What follows belongs to an exercise in optimizing a design on an open flow for small area and a short achievable clock period; a production flow would make more cautious choices. Function was checked by simulation only, so behaviour that the tests miss may differ from the original. Power figures rest on the tool's default switching activity, not on a simulated workload.

==> 04-19 <==
Design wwvb_core, start of the top module:
module wwvb_core #(
    parameter signed [7:0] TZ_INIT = -8'sd5
) (
    input  wire        clk,
    input  wire        rst,
    input  wire        edge_valid,
    input  wire        edge_dir,         
    input  wire [31:0] edge_ts,          
    input  wire        bus_valid,
    input  wire        bus_we,
    input  wire [3:0]  bus_addr,
    input  wire [31:0] bus_wdata,
    output wire        bus_ready,
    output reg         bus_rvalid,
    output reg  [31:0] bus_rdata,
    output reg         rtc_wr,
    output wire [15:0] rtc_year,
    output wire [3:0]  rtc_month,
    output wire [4:0]  rtc_day,
    output wire [2:0]  rtc_wday,
    output wire [4:0]  rtc_hour,
    output wire [5:0]  rtc_minute,
    output wire [5:0]  rtc_second,
    output wire [9:0]  rtc_subsec,
    output reg         evt_valid,
    output wire [2:0]  evt_code
);
Settings: LEC_CHECK=0, CAP_MARGIN=20, CORE_MARGIN=2, CORE_UTILIZATION=40, SLEW_MARGIN=20; clock period 45.0 ns.
standard.sh (not shown) runs the stock make flow with config.mk's settings and CLKGATE_MAP_FILE= SYNTH_SCRIPT=/design/flow/synth_recipe.tcl, a recipe that flattens the netlist after the stock synthesis.
==> flow/flow/run.sh <==
#!/bin/bash
# The standard ORFS layout (standard.sh), with these changes to how the
# layout is made:
#  - synthesis maps the logic with an area-oriented ABC recipe
#    (flow/abc_map.script) in place of ORFS's delay-oriented one; it runs
#    from a copy of ORFS's scripts folder that differs only in that file,
#    so the registers and every other step are the standard ones;
#  - the port buffers are buf_1 cells instead of the larger delay-buffer
#    cells buffer_ports picks on its own;
#  - the clock tree is built from small clock buffers without dummy loads.
# The full make output goes to standard.log here; ORFS keeps each step's
# log under orfs/logs.
set -euo pipefail
rm -rf scripts_abc
cp -r "$FLOW_HOME/scripts" scripts_abc
cp flow/abc_map.script scripts_abc/abc_speed.script
export SCRIPTS_DIR="$PWD/scripts_abc"
export BUFFER_PORTS_ARGS="-buffer_cell sky130_fd_sc_hd__buf_1"
export CTS_ARGS="-sink_clustering_enable -repair_clock_nets -dont_use_dummy_load -buf_list sky130_fd_sc_hd__clkbuf_4"
bash standard.sh > standard.log 2>&1
==> flow/flow/abc_map.script <==
strash
&get -n
&st
&syn2
&dch
&nf -a -R 1000
&st
&syn2
&dch
&nf -a -R 1000
&st
&syn2
&dch
&nf -a -R 1000
&put
topo
stime -c
==> inputs of 06-06, as changes to 04-19 <==
--- a/flow/design.v
+++ b/flow/design.v
@@ -155,22 +155,23 @@
     input  wire [4:0]        utc_hour,
     input  wire signed [7:0] tz,
     input  wire [1:0]        dst,
     output wire [4:0]        hour
 );
-    wire [10:0] s0, s;
-    wwvb_add11 u_s0 (.a({6'd0, utc_hour}), .b({3'd0, ~tz[7], tz[6:0]}), .cin(dst == 2'd2), .s(s0));
-    wwvb_add11 u_s1 (.a(s0), .b(11'd16), .cin(1'b0), .s(s));
+    wire [10:0] s;
+    wwvb_add11 u_s0 (.a({6'd0, utc_hour}), .b({3'd0, ~tz[7], tz[6:0]}), .cin(dst == 2'd2), .s(s));
     wire [5:0] q = s[8:3];
     reg  [1:0] m3;
     always @* begin
         case (q)
-            6'd0,  6'd3,  6'd6,  6'd9,  6'd12, 6'd15, 6'd18,
-            6'd21, 6'd24, 6'd27, 6'd30, 6'd33, 6'd36: m3 = 2'd0;
-            6'd1,  6'd4,  6'd7,  6'd10, 6'd13, 6'd16, 6'd19,
-            6'd22, 6'd25, 6'd28, 6'd31, 6'd34:        m3 = 2'd1;
-            default:                                  m3 = 2'd2;
+            6'd1, 6'd4, 6'd7, 6'd10, 6'd13, 6'd16, 6'd19, 6'd22,
+            6'd25, 6'd28, 6'd31, 6'd34, 6'd37, 6'd40, 6'd43, 6'd46,
+            6'd49, 6'd52, 6'd55, 6'd58, 6'd61: m3 = 2'd0;
+            6'd2, 6'd5, 6'd8, 6'd11, 6'd14, 6'd17, 6'd20, 6'd23,
+            6'd26, 6'd29, 6'd32, 6'd35, 6'd38, 6'd41, 6'd44, 6'd47,
+            6'd50, 6'd53, 6'd56, 6'd59, 6'd62: m3 = 2'd1;
+            default: m3 = 2'd2;
         endcase
     end
     assign hour = {m3, s[2:0]};
 endmodule
 module wwvb_year (
@@ -229,10 +230,11 @@
     reg [7:0]  raw_hour_r;
     reg [10:0] raw_doy_r;
     reg [7:0]  raw_yy_r;
     reg [1:0]  raw_dst_r;
     reg        raw_leap_r;
+    reg        raw_valid;        
     reg [7:0]  snap_yy;          
     reg [3:0]  snap_month;
     reg [4:0]  snap_day;
     reg [2:0]  snap_wday;
     reg [3:0]  rd_addr;
@@ -330,29 +332,41 @@
         case (rd_addr)
             4'h0: bus_rdata = {synced, 5'b0, clk_dst, 3'b0, utc_hour, 3'b0, clk_hour, 2'b0, clk_minute};
             4'h1: bus_rdata = {4'b0, snap_wday, snap_day, snap_month, snap_year};
             4'h2: bus_rdata = {{24{tz[7]}}, tz};
             4'h3: bus_rdata = {7'b0, have_edge, 5'b0, result, 1'b0, bit_len, 2'b0, sec_cnt};
-            4'h4: bus_rdata = {3'b0, raw_leap_r, 2'b0, raw_dst_r, raw_yy_r, raw_hour_r, raw_minute_r};
-            4'h5: bus_rdata = {21'b0, raw_doy_r};
+            4'h4: bus_rdata = raw_valid ? {3'b0, raw_leap_r, 2'b0, raw_dst_r, raw_yy_r, raw_hour_r, raw_minute_r} : 32'd0;
+            4'h5: bus_rdata = raw_valid ? {21'b0, raw_doy_r} : 32'd0;
             4'h6: bus_rdata = bitseq[31:0];
             4'h7: bus_rdata = bitseq[63:32];
             4'h8: bus_rdata = 32'hFFFF_FFFB;    
             4'h9: bus_rdata = 32'hFFFF_FFFA;    
             4'hA: bus_rdata = 32'hFFFF_FFF9;    
             4'hB: bus_rdata = 32'hFFFF_FFF8;    
             4'hC: bus_rdata = 32'hFFFF_FFF7;    
             4'hD: bus_rdata = 32'hFFFF_FFF6;    
-            4'hE: bus_rdata = last_edge_time;
+            4'hE: bus_rdata = have_edge ? last_edge_time : 32'd0;
             default: bus_rdata = 32'h0;
         endcase
     end
-    always @(posedge clk)
+    always @(posedge clk) begin
         rd_addr <= bus_addr;
+        if (do_edge)
+            last_edge_time <= edge_ts;
+    end
+    always @(posedge clk) begin
+        if (!rst && frame_done && !dec_incomplete) begin
+            raw_minute_r <= dec_raw_minute;
+            raw_hour_r   <= dec_raw_hour;
+            raw_doy_r    <= dec_raw_doy;
+            raw_yy_r     <= dec_raw_yy;
+            raw_dst_r    <= dec_raw_dst;
+            raw_leap_r   <= dec_raw_leap;
+        end
+    end
     always @(posedge clk) begin
         if (rst) begin
-            last_edge_time <= 32'd0;
             have_edge      <= 1'b0;
             bitseq         <= 64'd0;
             bit_len        <= 7'd0;
             sec_cnt        <= 6'd0;
             tz             <= TZ_INIT;
@@ -363,16 +377,11 @@
             clk_minute     <= 6'd0;
             clk_dst        <= 2'd0;
             utc_hour       <= 5'd0;
             synced         <= 1'b0;
             result         <= RES_NONE;
-            raw_minute_r   <= 8'd0;
-            raw_hour_r     <= 8'd0;
-            raw_doy_r      <= 11'd0;
-            raw_yy_r       <= 8'd0;
-            raw_dst_r      <= 2'd0;
-            raw_leap_r     <= 1'b0;
+            raw_valid      <= 1'b0;
             snap_yy        <= 8'd0;
             snap_month     <= 4'd1;
             snap_day       <= 5'd1;
             snap_wday      <= 3'd5;
             bus_rvalid     <= 1'b0;
@@ -386,14 +395,12 @@
                 snap_yy  <= clk_yy;
                 snap_month <= clk_month;
                 snap_day   <= clk_day;
                 snap_wday  <= clk_wday;
             end
-            if (do_edge) begin
-                last_edge_time <= edge_ts;
-                have_edge      <= 1'b1;
-            end
+            if (do_edge)
+                have_edge <= 1'b1;
             if (append_bit) begin
                 if (!bit_len[6] && is_bit1)
                     bitseq[bit_len[5:0]] <= 1'b1;
                 if (bit_len != 7'd127)
                     bit_len <= bit_len_inc;
@@ -403,18 +410,12 @@
             if (frame_done) begin
                 bitseq  <= 64'd0;
                 bit_len <= 7'd0;
                 sec_cnt <= 6'd0;
                 result  <= dec_result;
-                if (!dec_incomplete) begin
-                    raw_minute_r <= dec_raw_minute;
-                    raw_hour_r   <= dec_raw_hour;
-                    raw_doy_r    <= dec_raw_doy;
-                    raw_yy_r     <= dec_raw_yy;
-                    raw_dst_r    <= dec_raw_dst;
-                    raw_leap_r   <= dec_raw_leap;
-                end
+                if (!dec_incomplete)
+                    raw_valid <= 1'b1;
                 if (decode_ok) begin
                     clk_yy     <= dec_raw_yy;
                     clk_month  <= dec_month;
                     clk_day    <= dec_day;
                     clk_wday   <= dec_wday;
==> flow/flow/run.sh (replaced) <==
#!/bin/bash
# The standard ORFS layout (standard.sh), with these changes to how the
# layout is made:
#  - synthesis maps the logic with an area-oriented ABC recipe
#    (flow/abc_map.script) in place of ORFS's delay-oriented one; it runs
#    from a copy of ORFS's scripts folder that differs only in that file,
#    so the registers and every other step are the standard ones;
#  - the port buffers are buf_1 cells instead of the larger delay-buffer
#    cells buffer_ports picks on its own;
#  - the clock tree is built from small clock buffers without dummy loads;
#  - timing repair aims for 27 ns of setup slack, which in this design only
#    the combinational bus_ready path (input to output) falls short of.
# The full make output goes to standard.log here; ORFS keeps each step's
# log under orfs/logs.
set -euo pipefail
rm -rf scripts_abc
cp -r "$FLOW_HOME/scripts" scripts_abc
cp flow/abc_map.script scripts_abc/abc_speed.script
export SCRIPTS_DIR="$PWD/scripts_abc"
export BUFFER_PORTS_ARGS="-buffer_cell sky130_fd_sc_hd__buf_1"
export CTS_ARGS="-sink_clustering_enable -repair_clock_nets -dont_use_dummy_load -buf_list sky130_fd_sc_hd__clkbuf_8 -sink_clustering_size 16 -sink_clustering_max_diameter 40"
export SETUP_SLACK_MARGIN=27
bash standard.sh > standard.log 2>&1
==> inputs of 10-20, as changes to 04-19 <==
--- a/flow/design.v
+++ b/flow/design.v
@@ -155,22 +155,23 @@
     input  wire [4:0]        utc_hour,
     input  wire signed [7:0] tz,
     input  wire [1:0]        dst,
     output wire [4:0]        hour
 );
-    wire [10:0] s0, s;
-    wwvb_add11 u_s0 (.a({6'd0, utc_hour}), .b({3'd0, ~tz[7], tz[6:0]}), .cin(dst == 2'd2), .s(s0));
-    wwvb_add11 u_s1 (.a(s0), .b(11'd16), .cin(1'b0), .s(s));
+    wire [10:0] s;
+    wwvb_add11 u_s0 (.a({6'd0, utc_hour}), .b({3'd0, ~tz[7], tz[6:0]}), .cin(dst == 2'd2), .s(s));
     wire [5:0] q = s[8:3];
     reg  [1:0] m3;
     always @* begin
         case (q)
-            6'd0,  6'd3,  6'd6,  6'd9,  6'd12, 6'd15, 6'd18,
-            6'd21, 6'd24, 6'd27, 6'd30, 6'd33, 6'd36: m3 = 2'd0;
-            6'd1,  6'd4,  6'd7,  6'd10, 6'd13, 6'd16, 6'd19,
-            6'd22, 6'd25, 6'd28, 6'd31, 6'd34:        m3 = 2'd1;
-            default:                                  m3 = 2'd2;
+            6'd1, 6'd4, 6'd7, 6'd10, 6'd13, 6'd16, 6'd19, 6'd22,
+            6'd25, 6'd28, 6'd31, 6'd34, 6'd37, 6'd40, 6'd43, 6'd46,
+            6'd49, 6'd52, 6'd55, 6'd58, 6'd61: m3 = 2'd0;
+            6'd2, 6'd5, 6'd8, 6'd11, 6'd14, 6'd17, 6'd20, 6'd23,
+            6'd26, 6'd29, 6'd32, 6'd35, 6'd38, 6'd41, 6'd44, 6'd47,
+            6'd50, 6'd53, 6'd56, 6'd59, 6'd62: m3 = 2'd1;
+            default: m3 = 2'd2;
         endcase
     end
     assign hour = {m3, s[2:0]};
 endmodule
 module wwvb_year (
@@ -229,10 +230,11 @@
     reg [7:0]  raw_hour_r;
     reg [10:0] raw_doy_r;
     reg [7:0]  raw_yy_r;
     reg [1:0]  raw_dst_r;
     reg        raw_leap_r;
+    reg        raw_valid;        
     reg [7:0]  snap_yy;          
     reg [3:0]  snap_month;
     reg [4:0]  snap_day;
     reg [2:0]  snap_wday;
     reg [3:0]  rd_addr;
@@ -330,29 +332,41 @@
         case (rd_addr)
             4'h0: bus_rdata = {synced, 5'b0, clk_dst, 3'b0, utc_hour, 3'b0, clk_hour, 2'b0, clk_minute};
             4'h1: bus_rdata = {4'b0, snap_wday, snap_day, snap_month, snap_year};
             4'h2: bus_rdata = {{24{tz[7]}}, tz};
             4'h3: bus_rdata = {7'b0, have_edge, 5'b0, result, 1'b0, bit_len, 2'b0, sec_cnt};
-            4'h4: bus_rdata = {3'b0, raw_leap_r, 2'b0, raw_dst_r, raw_yy_r, raw_hour_r, raw_minute_r};
-            4'h5: bus_rdata = {21'b0, raw_doy_r};
+            4'h4: bus_rdata = raw_valid ? {3'b0, raw_leap_r, 2'b0, raw_dst_r, raw_yy_r, raw_hour_r, raw_minute_r} : 32'd0;
+            4'h5: bus_rdata = raw_valid ? {21'b0, raw_doy_r} : 32'd0;
             4'h6: bus_rdata = bitseq[31:0];
             4'h7: bus_rdata = bitseq[63:32];
             4'h8: bus_rdata = 32'hFFFF_FFFB;    
             4'h9: bus_rdata = 32'hFFFF_FFFA;    
             4'hA: bus_rdata = 32'hFFFF_FFF9;    
             4'hB: bus_rdata = 32'hFFFF_FFF8;    
             4'hC: bus_rdata = 32'hFFFF_FFF7;    
             4'hD: bus_rdata = 32'hFFFF_FFF6;    
-            4'hE: bus_rdata = last_edge_time;
+            4'hE: bus_rdata = have_edge ? last_edge_time : 32'd0;
             default: bus_rdata = 32'h0;
         endcase
     end
-    always @(posedge clk)
+    always @(posedge clk) begin
         rd_addr <= bus_addr;
+        if (do_edge)
+            last_edge_time <= edge_ts;
+    end
+    always @(posedge clk) begin
+        if (!rst && frame_done && !dec_incomplete) begin
+            raw_minute_r <= dec_raw_minute;
+            raw_hour_r   <= dec_raw_hour;
+            raw_doy_r    <= dec_raw_doy;
+            raw_yy_r     <= dec_raw_yy;
+            raw_dst_r    <= dec_raw_dst;
+            raw_leap_r   <= dec_raw_leap;
+        end
+    end
     always @(posedge clk) begin
         if (rst) begin
-            last_edge_time <= 32'd0;
             have_edge      <= 1'b0;
             bitseq         <= 64'd0;
             bit_len        <= 7'd0;
             sec_cnt        <= 6'd0;
             tz             <= TZ_INIT;
@@ -363,16 +377,11 @@
             clk_minute     <= 6'd0;
             clk_dst        <= 2'd0;
             utc_hour       <= 5'd0;
             synced         <= 1'b0;
             result         <= RES_NONE;
-            raw_minute_r   <= 8'd0;
-            raw_hour_r     <= 8'd0;
-            raw_doy_r      <= 11'd0;
-            raw_yy_r       <= 8'd0;
-            raw_dst_r      <= 2'd0;
-            raw_leap_r     <= 1'b0;
+            raw_valid      <= 1'b0;
             snap_yy        <= 8'd0;
             snap_month     <= 4'd1;
             snap_day       <= 5'd1;
             snap_wday      <= 3'd5;
             bus_rvalid     <= 1'b0;
@@ -386,14 +395,12 @@
                 snap_yy  <= clk_yy;
                 snap_month <= clk_month;
                 snap_day   <= clk_day;
                 snap_wday  <= clk_wday;
             end
-            if (do_edge) begin
-                last_edge_time <= edge_ts;
-                have_edge      <= 1'b1;
-            end
+            if (do_edge)
+                have_edge <= 1'b1;
             if (append_bit) begin
                 if (!bit_len[6] && is_bit1)
                     bitseq[bit_len[5:0]] <= 1'b1;
                 if (bit_len != 7'd127)
                     bit_len <= bit_len_inc;
@@ -403,18 +410,12 @@
             if (frame_done) begin
                 bitseq  <= 64'd0;
                 bit_len <= 7'd0;
                 sec_cnt <= 6'd0;
                 result  <= dec_result;
-                if (!dec_incomplete) begin
-                    raw_minute_r <= dec_raw_minute;
-                    raw_hour_r   <= dec_raw_hour;
-                    raw_doy_r    <= dec_raw_doy;
-                    raw_yy_r     <= dec_raw_yy;
-                    raw_dst_r    <= dec_raw_dst;
-                    raw_leap_r   <= dec_raw_leap;
-                end
+                if (!dec_incomplete)
+                    raw_valid <= 1'b1;
                 if (decode_ok) begin
                     clk_yy     <= dec_raw_yy;
                     clk_month  <= dec_month;
                     clk_day    <= dec_day;
                     clk_wday   <= dec_wday;
==> flow/flow/run.sh (replaced) <==
#!/bin/bash
# The standard ORFS layout (standard.sh), with these changes to how the
# layout is made:
#  - synthesis maps the logic with an area-oriented ABC recipe
#    (flow/abc_map.script) in place of ORFS's delay-oriented one; it runs
#    from a copy of ORFS's scripts folder that differs only in that file,
#    so the registers and every other step are the standard ones;
#  - the port buffers are buf_1 cells instead of the larger delay-buffer
#    cells buffer_ports picks on its own;
#  - the clock tree is built from small clock buffers without dummy loads;
#  - timing repair aims for 27 ns of setup slack, which in this design only
#    the combinational bus_ready path (input to output) falls short of.
# The full make output goes to standard.log here; ORFS keeps each step's
# log under orfs/logs.
set -euo pipefail
rm -rf scripts_abc
cp -r "$FLOW_HOME/scripts" scripts_abc
cp flow/abc_map.script scripts_abc/abc_speed.script
export SCRIPTS_DIR="$PWD/scripts_abc"
export BUFFER_PORTS_ARGS="-buffer_cell sky130_fd_sc_hd__buf_1"
export CTS_ARGS="-sink_clustering_enable -repair_clock_nets -dont_use_dummy_load -buf_list sky130_fd_sc_hd__clkbuf_4 -sink_clustering_size 8 -sink_clustering_max_diameter 40"
export SETUP_SLACK_MARGIN=27
bash standard.sh > standard.log 2>&1
==> results.txt <==
The lowest worst setup slack belongs to 04-19, the highest to 06-06.
Clock-buffer cell count, lowest first: 06-06, 10-20, 04-19.
Power, highest first: 06-06, 04-19, 10-20.
Sequential power is about the same in 10-20 and 06-06.
The highest clock power belongs to 06-06, the lowest to 10-20.
Sequential share of layout area, lowest first: 04-19, 06-06, 10-20.
Global-route usage: 04-19 > 10-20 > 06-06.
In synthesized area, 04-19 and 10-20 hardly differ.
Cell area, highest first: 06-06, 04-19, 10-20.
Via count: 06-06 is lower than 04-19 (about 8%).
Combinational power: 04-19 is lower than 10-20 (7.6%).
==> figures <==
quantity                                                                                04-19                    10-20                    06-06
Mean Syn Cell Area                                                                  8.52 um^2                9.38 um^2                9.38 um^2
Synthesized-area fraction occupied by ao, oa, aoi and oai cells                         17.0%                    15.1%                    15.1%
Sequential share of the synthesized area                                                34.8%                    40.6%                    40.6%
Register fraction of the total cell area                                                31.2%                    36.6%                    36.1%
Fmax achieved                                                                        53.5 MHz                 54.6 MHz                 54.6 MHz
Area taken by flip-flops and latches                                                4400 um^2                5120 um^2                5120 um^2
Ant. Diodes                                                                                 1                        1                        0
Clk pwr share                                                                           37.0%                    31.3%                    36.9%
Instance count of the mapped netlist                                                     1484                     1346                     1346
Average wire length per cell after detail routing                                     20.6 um                  21.2 um                  21.3 um
Multi-input logic cell count                                                             1115                      969                      969
Number of optimization iterations in the first detailed-route pass                          7                        7                        6
Number of enable-type register cells in the synthesized netlist                             0                       70                       70
Non-filler cells in the finished layout                                                  2077                     1925                     1919
Result of the run                                                    timing/DRC/antenna clean  timing/DRC/antenna clean  timing/DRC/antenna clean
Via count of the first global-routing pass                                              11300                    10600                    10600
GR met1 Demand/Resource                                                                 33.9%                    34.2%                    34.0%
Headroom to the max-slew limit                                                          20.9%                    30.1%                    29.7%
Worst path slowest cell                                             sky130_fd_sc_hd__clkbuf_4  sky130_fd_sc_hd__nor2_4  sky130_fd_sc_hd__nor2_4
Total area of multi-input combinational cells                                       7670 um^2                6870 um^2                6870 um^2
Cell area reported after detailed placement                                        13700 um^2               13700 um^2               13700 um^2
Final wirelength                                                                     42700 um                 40900 um                 40800 um
Post-route clock period utilization                                                     41.6%                    40.7%                    40.7%

[re-timing with driven ports]
No port has a modelled driver above. Below, the same layouts with a new extraction and two added sets of constraints.
Step 1, drivers: a clkbuf_16 drives clk and a buf_2 each remaining input, both assumed.
Step 2 times the ports against the registers' clock, not the clock port: input delays grow and output delays shrink by t, the midpoint of the rising clock arrivals with the driver on.
Three values: ideal ports, drivers, drivers and shift; two values: the first two.
| run | t, ns | setup slack, ns | hold slack, ns | latest minus earliest clock arrival (ns) |
|---|---|---|---|---|
| 04-19 | 0.754 | 26.293 / 26.270 / 26.270 | 0.464 / 0.464 / 0.464 | 0.071 / 0.071 |
| 06-06 | 0.571 | 26.685 / 26.647 / 26.647 | 0.453 / 0.453 / 0.453 | 0.069 / 0.070 |
| 10-20 | 0.697 | 26.680 / 26.633 / 26.633 | 0.460 / 0.460 / 0.460 | 0.048 / 0.048 |
After both steps setup and hold are still met in every run listed. For 10-20, which loses most, drivers alone change the setup slack by -0.047 ns; drivers and shift together by -0.047 ns.
